What follows belongs to an exercise in optimizing a design on an open flow for small area and a short achievable clock period; a production flow would make more cautious choices.
Only simulation tests tie the RTL to the original design; equivalence was not proved.

===== flow/config.mk =====
export PLATFORM = sky130hd
export DESIGN_NAME = ignav_fs
export DESIGN_NICKNAME = ignav_fs
export VERILOG_FILES = /design/flow/design.v
export SDC_FILE = /design/flow/constraint.sdc
export NUM_CORES = 4
export LEC_CHECK = 0
export CAP_MARGIN = 20
export CORE_MARGIN = 2
export CORE_UTILIZATION = 40
export SLEW_MARGIN = 20

===== flow/design.v =====
module ignav_fs (
    input  wire         clk,
    input  wire         rst,
    input  wire         in_valid,
    input  wire [7:0]   in_byte,
    input  wire [31:0]  f_osc,
    input  wire [15:0]  week_in,
    input  wire         odo_en,
    output reg  [1:0]   sync,
    output reg  [1:0]   result,
    output reg          count,
    output reg  [3:0]   diag,
    output wire [343:0] frame,
    output wire [95:0]  gyro,
    output wire [95:0]  acc,
    output reg  [31:0]  delta,
    output reg  [16:0]  week,
    output reg  [64:0]  sow_ticks,
    output reg          odo_valid,
    output reg  [16:0]  odo_dticks,
    output reg  [71:0]  odo_span_ticks
);
    localparam [1:0] SYNC_INCOMPLETE = 2'd0;
    localparam [1:0] SYNC_READY      = 2'd1;
    localparam [1:0] SYNC_LOST       = 2'd2;
    localparam [1:0] RES_NEED_MORE   = 2'd0;
    localparam [1:0] RES_SAMPLE      = 2'd1;
    localparam [1:0] RES_CK_FAIL     = 2'd2;
    localparam [3:0] DIAG_NONE       = 4'd0;
    localparam [3:0] DIAG_SYNC_LOST  = 4'd1;
    localparam [3:0] DIAG_CK_FAIL    = 4'd2;
    localparam [3:0] DIAG_BOOTSTRAP  = 4'd3;
    localparam [3:0] DIAG_NOT_START  = 4'd4;
    localparam [3:0] DIAG_DRIFT      = 4'd5;
    localparam       A_LEN   = 43;
    localparam [7:0] A_SIG0  = 8'h55;
    localparam [7:0] A_SIG1  = 8'hAA;
    localparam [19:0] WEEK_S = 20'd604800;
    localparam [3:0]  MAX_GAP_S = 4'd10;
    reg [7:0] fbuf [0:A_LEN-1];
    reg [5:0] len;
    reg frame_q;
    reg float_q;
    reg        seeded;
    reg        start;
    reg [31:0] sow_coarse;
    reg [31:0] pps_prev;
    reg [31:0] tick_prev;
    reg        odo_seeded;
    reg [15:0] odo_prev;
    reg [16:0] odo_week_prev;
    reg [64:0] odo_ticks_prev;
    wire [31:0] sow_f  = {fbuf[5],  fbuf[4],  fbuf[3],  fbuf[2]};
    wire [31:0] pps_f  = {fbuf[9],  fbuf[8],  fbuf[7],  fbuf[6]};
    wire [31:0] tick_f = {fbuf[13], fbuf[12], fbuf[11], fbuf[10]};
    wire [15:0] odo_f  = {fbuf[39], fbuf[38]};
    genvar gi;
    generate
        for (gi = 0; gi < A_LEN; gi = gi + 1) begin : g_frame
            assign frame[8*gi +: 8] = frame_q ? fbuf[gi] : 8'h00;
        end
        for (gi = 0; gi < 3; gi = gi + 1) begin : g_float
            assign gyro[32*gi +: 32] = float_q ? {fbuf[14+4*gi+3], fbuf[14+4*gi+2], fbuf[14+4*gi+1], fbuf[14+4*gi]} : 32'h0;
            assign acc[32*gi +: 32]  = float_q ? {fbuf[26+4*gi+3], fbuf[26+4*gi+2], fbuf[26+4*gi+1], fbuf[26+4*gi]} : 32'h0;
        end
    endgenerate
    reg [7:0] csum;
    integer ci;
    always @* begin
        csum = 8'h00;
        for (ci = 2; ci <= 41; ci = ci + 1)
            csum = csum + fbuf[ci];
    end
    wire        pps_chg   = (pps_f != pps_prev);
    wire [31:0] sow_next  = sow_coarse + {31'd0, pps_chg};
    wire        start_nxt = start | pps_chg;
    wire [31:0] tick_dlt  = tick_f - tick_prev;                
    wire [35:0] gap_ticks  = MAX_GAP_S * f_osc;                 
    wire        drift      = ({4'd0, tick_dlt} > gap_ticks);
    wire [51:0] week_ticks = WEEK_S * f_osc;                    
    wire [63:0] coarse_tk  = sow_next * f_osc;
    wire [64:0] total      = {1'b0, coarse_tk} + {33'd0, tick_dlt};
    wire        wrap       = (total >= {13'd0, week_ticks});
    wire [64:0] total_adj  = wrap ? total - {13'd0, week_ticks} : total;
    wire [16:0] week_o     = {1'b0, week_in} + {16'd0, wrap};
    wire signed [17:0] week_diff = $signed({1'b0, week_o}) - $signed({1'b0, odo_week_prev});
    wire signed [71:0] span_wk = week_diff * $signed({1'b0, week_ticks});
    wire signed [71:0] span = span_wk + $signed({7'd0, total_adj}) - $signed({7'd0, odo_ticks_prev});
    wire signed [16:0] odo_raw = $signed({odo_f[15], odo_f}) - $signed({odo_prev[15], odo_prev});
    reg  signed [16:0] odo_wrap;
    always @* begin
        if (odo_raw < -17'sd32768)
            odo_wrap = odo_raw + 17'sd65536;
        else if (odo_raw >= 17'sd32767)
            odo_wrap = odo_raw - 17'sd65536;
        else
            odo_wrap = odo_raw;
    end
    always @(posedge clk) begin
        if (in_valid && !rst)
            fbuf[len] <= in_byte;
    end
    wire complete = in_valid && (len == A_LEN - 1);
    wire ck_ok    = (csum == in_byte);
    always @(posedge clk) begin
        if (rst) begin
            len            <= 6'd0;
            frame_q        <= 1'b0;
            float_q        <= 1'b0;
            seeded         <= 1'b0;
            start          <= 1'b0;
            sow_coarse     <= 32'd0;
            pps_prev       <= 32'd0;
            tick_prev      <= 32'd0;
            odo_seeded     <= 1'b0;
            odo_prev       <= 16'd0;
            odo_week_prev  <= 17'd0;
            odo_ticks_prev <= 65'd0;
            sync           <= SYNC_INCOMPLETE;
            result         <= RES_NEED_MORE;
            count          <= 1'b0;
            diag           <= DIAG_NONE;
            delta          <= 32'd0;
            week           <= 17'd0;
            sow_ticks      <= 65'd0;
            odo_valid      <= 1'b0;
            odo_dticks     <= 17'd0;
            odo_span_ticks <= 72'd0;
        end else begin
            frame_q        <= 1'b0;
            float_q        <= 1'b0;
            sync           <= SYNC_INCOMPLETE;
            result         <= RES_NEED_MORE;
            count          <= 1'b0;
            diag           <= DIAG_NONE;
            delta          <= 32'd0;
            week           <= 17'd0;
            sow_ticks      <= 65'd0;
            odo_valid      <= 1'b0;
            odo_dticks     <= 17'd0;
            odo_span_ticks <= 72'd0;
            if (in_valid) begin
                if (len == 6'd1) begin
                    if (fbuf[0] == A_SIG0 && in_byte == A_SIG1) begin
                        len <= 6'd2;
                    end else begin
                        len  <= 6'd0;
                        sync <= SYNC_LOST;
                        diag <= DIAG_SYNC_LOST;
                    end
                end else if (!complete) begin
                    len <= len + 6'd1;
                end else begin
                    len     <= 6'd0;
                    sync    <= SYNC_READY;
                    frame_q <= 1'b1;
                    if (!ck_ok) begin
                        result <= RES_CK_FAIL;
                        diag   <= DIAG_CK_FAIL;
                    end else begin
                        float_q <= 1'b1;
                        if (!seeded) begin
                            sow_coarse <= sow_f;
                            pps_prev   <= pps_f;
                            tick_prev  <= tick_f;
                            seeded     <= 1'b1;
                            diag       <= DIAG_BOOTSTRAP;
                        end else begin
                            sow_coarse <= sow_next;
                            start      <= start_nxt;
                            pps_prev   <= pps_f;
                            tick_prev  <= tick_f;
                            delta      <= tick_dlt;
                            if (!start_nxt) begin
                                diag <= DIAG_NOT_START;
                            end else if (drift) begin
                                diag <= DIAG_DRIFT;
                            end else begin
                                result    <= RES_SAMPLE;
                                count     <= 1'b1;
                                week      <= week_o;
                                sow_ticks <= total_adj;
                                if (odo_en) begin
                                    if (odo_seeded && span != 72'sd0) begin
                                        odo_valid      <= 1'b1;
                                        odo_dticks     <= odo_wrap;
                                        odo_span_ticks <= span;
                                    end
                                    odo_prev       <= odo_f;
                                    odo_week_prev  <= week_o;
                                    odo_ticks_prev <= total_adj;
                                    odo_seeded     <= 1'b1;
                                end
                            end
                        end
                    end
                end
            end
        end
    end
endmodule

===== flow/constraint.sdc =====
create_clock -name core_clock -period 32.0 [get_ports {clk}]
set_input_delay 6.4000 -clock core_clock [delete_from_list [all_inputs] [get_ports {clk}]]
set_output_delay 6.4000 -clock core_clock [all_outputs]
set_load 0.01 [all_outputs]

===== flow/run.sh =====
#!/bin/bash
# synth_recipe.tcl (not shown) runs the flow's synth.tcl, then flattens the netlist and writes it again
# the make line also repeats each setting of config.mk as NAME=value (left out here)
make -C /OpenROAD-flow-scripts/flow DESIGN_CONFIG=/design/flow/config.mk WORK_HOME=/design/flow/orfs CLKGATE_MAP_FILE= SYNTH_SCRIPT=/design/flow/synth_recipe.tcl finish

==> metrics.md <==
| Metric | Value |
|---|---|
| Dpl ws | -215 ps |
| Vias in the first global route | approximately 90,000 |
| ANT nets after route | 0 |
| CTS tree | done |
| Seq/Total Area, Yosys | 0.162 |
| WL/cell | ~25 um |
| Clk Latency, worst-skew pair | ~790 ps |
| DRT Pass-1 Iters | 6 |
| Syn Inst Count | roughly 12,000 |
| RSZ-0062 raised after global routing | false |
| Most numerous cell in the Yosys netlist | inv_1 |
| Die height | 541 um |
| Worst-Margin Slew | ~1200 ps |
| CTS Hold Bufs | 0 |
| Yosys top cell by area | fa_1 |
| Slew HR | 0.213 |
| H-tree Lvls | 3 |
| Final Setup Violations | 0 |
| Adder-Cell Fraction of Synth Area | 0.455 |
| Largest net degree at the start of global routing | around 110 |
| Number of DRC markers in iteration 0 | approximately 7,500 |
| Clock period minus worst slack | between 30,000 and 40,000 ps |
| Nets | ~16,000 |
| Root Driver | clkbuf_16 |
| Area delta synth->final | 13.6% |
| Core Region | about 0.29 mm2 |
| Worst setup margin | between 1000 and 1500 ps |
| Final Slew Violations | 0 |
| Post-synth EDFFs | between 300 and 400 |
| Fill cells | 28,100 |
| Final wirelength | between 400,000 and 500,000 um |
| Final setup skew | 109 ps |
| Fraction of registers with async set/reset | 0 |
| Max Freq | approximately 33 MHz |
| Non-Filler Instances | between 15,000 and 20,000 |
| Die Span X | between 500 and 600 um |
| Status | finished clean |
| Worst hold path type | reg2reg |
| CP max FO | 31 |
| Die area | around 0.29 mm2 |
| Unique cell type count in the Yosys netlist | a little under 100 |
| CTS clock-pin slew for the worst setup and hold paths | 70 ps |
| Worst setup EP type | flip-flop |
| Synth area leaders | fa_1, ha_1, edfxtp_1 |
| Post-synthesis compound-gate area fraction | 0.0698 |
| Routed vias | about 90,000 |
| Total grt overflow | 0 |
| Vias per cell | 5.29 |
| Mux cell area share after synthesis | 0.0110 |
| Simple-Gate Fraction of Synth Area | 0.164 |
| Crit path launch type | input pin |
| Ports | around 810 |
| Total CTS buffers | approximately 80 |
| GP Congestion | ~1.0 |
| CTS max path bufs | 3 |
| Final core occ | 0.456 |
| FF+latch count, synth | ~760 |
| Placed Cells | 16,800 |
| # DRC | 0 |
| Mapped Area | ~0.12 mm2 |
| Synth Area in XOR/XNOR | 0.0400 |
| Crit share post-route | 0.953 |
| Worst path max stage delay | 730 ps |
| CP max-delay cell | clkdlybuf4s50_1 |
| WS Path Type | in2reg |
| Max_cap viols | 0 |
| Share of the synthesized area in the top cell type | 0.357 |
| Crit path DAT | 31,070 ps |
| List of most frequent post-synthesis cells | inv_1, fa_1, nand2_1 |
| First-pass GRT wire length | roughly 630,000 um |
| Initial Util | 0.401 |
| IO Port Bufs | 807 |
| Worst EP required | about 33,000 ps |
| Initial antenna violation count | 25 |
| Syn avg cell area | just over 9 um2 |
| Clk sinks | between 700 and 800 |
| Worst hold margin | ~450 ps |
| Warnings from Yosys | 1 |
| Layout cells sized above 1 | 0.0423 |
| Endpoints failing hold | 0 |
| Main combinational cell family by area after synthesis | adder cells |
| Crit path top cell by count | fa_1 |
| Row Count | 197 |
| Total track usage | 0.295 |
| Detailed placer's ending HPWL | about 360,000 um |
| Post-synthesis net count | approximately 16,000 |
| Post-synth top flop | dfxtp_1 |
logic make-up after synthesis:
logic type,Yosys count
simple gates,3916
buf+inv,2981
fa+ha+maj,2954
compound gates,1238
flops,759
xor+xnor,525
mux,125
other cells,1
final timing paths:
check	to	cells past startpoint	start	slack [ps]
min	odo_prev[11]	2	odo_prev[11]	450
max	odo_span_ticks[20]	88	f_osc[27]	1490
min reg2reg	odo_prev[11]	2	odo_prev[11]	450
max reg2reg	odo_span_ticks[20]	101	fbuf[8][0]	3000
cell type report:
type                       count  area [um2]  area share
clock inverter                50         563     0.00430
inverter                    2444        9180      0.0701
clock buffer                  96        2090      0.0160
tap                         3781        4730      0.0361
timing repair buffer        1070        9970      0.0761
sequential                   759       18600       0.142
multi-input combinational   8759       85700       0.654
antenna                       18        45.0    0.000344
flip-flops by register name, summed over array words and instances, names as in the netlist, 3 cells and up:
| signal | count |
|---|---|
| delta | 32 |
| week | 17 |
| odo_week_prev | 17 |
| len | 6 |
| fbuf | 344 |
| sow_coarse | 32 |
| diag | 3 |
| pps_prev | 32 |
| odo_ticks_prev | 65 |
| sow_ticks | 65 |
| tick_prev | 32 |
| odo_prev | 16 |
| odo_dticks | 17 |
| odo_span_ticks | 72 |
per-layer routing:
| metal | track usage | up-vias | routed length (um) |
|---|---|---|---|
| li1 | - | 39600 | - |
| met1 | 0.368 | 45800 | 167000 |
| met3 | 0.0482 | 809 | 30500 |
| met4 | 0.169 | 6 | 29900 |
| met5 | 0 | - | 30 |
| met2 | 0.484 | 3558 | 202000 |
through the flow:
| stage | TNS [ps] | instance area, um2 |
|---|---|---|
| final | 0 | 131000 |
| after global placement | 0 | 128000 |
| after detailed placement | -13970 | 128000 |
| after global routing | 0 | 131000 |
| after CTS | 0 | 131000 |
| after floorplan | 0 | 115000 |
critical path, delay by kind of cell:
family | cells | cell delay [ps]
adders and majority gates | 22 | 9950
buffers and inverters | 11 | 2400
AOI/OAI and AO/OA | 31 | 7150
xor gates and xnor gates | 3 | 730
and+or+nand+nor | 21 | 4430
what timing repair did:
action / 4_1_cts / 5_1_grt
setup endpoints to repair: 0 / 87
hold endpoints to repair: 0 / 0
setup buffers: 0 / 4
resized for setup: 0 / 20
placed cells by master (no fill, tap or decap), drive strengths merged, types with 29 or more instances in the layout:
master         Yosys  final
clkbuf           487    101
nor2b             52     52
o21bai            60     60
buf               50    290
nand2b           133    133
a21oi            386    386
and2            1051   1051
nand3            112    112
edfxtp           344    344
nand4             80     80
xnor2            362    362
a21o             190    190
nor2             818    818
xor2             163    163
o211ai            36     36
nand2           1395   1395
fa              2054   2054
mux2i            114    114
a211oi            94     94
or3               29     29
clkinv             2     29
nor3              62     62
ha               900    900
clkdlybuf4s50      0    772
inv             2442   2451
o21a              51     51
dfxtp            415    415
and3              84     84
o21ai            228    228

==> afterwards: timing with drivers on the ports <==
The results above use ideal ports. As a check the final layout listed here was re-extracted and re-timed, cells and wires unchanged. Step 1 (the two cells are an assumption about what drives the block):
set clk [get_ports {clk}]
set_driving_cell -lib_cell sky130_fd_sc_hd__clkbuf_16 $clk
set_driving_cell -lib_cell sky130_fd_sc_hd__buf_2 [delete_from_list [all_inputs] $clk]
Step 2 moves the port delays by t, midway between the first and last clock arrival at a register: inputs arrive t later, outputs are due t later. That takes back most of the time a late clock gives input paths. a / b / c = ideal / step 1 / step 2; a / b = the first two.
shift t [ns]: 0.840
setup WS [ns]: 1.495 / 1.557 / 0.717
worst setup path after step 2: input to register
worst data-port slew with drivers (ns): 0.11
After both steps this run still meets setup and hold. The setup slack of this run moves by +0.062 ns with the drivers and by -0.778 ns with both steps.
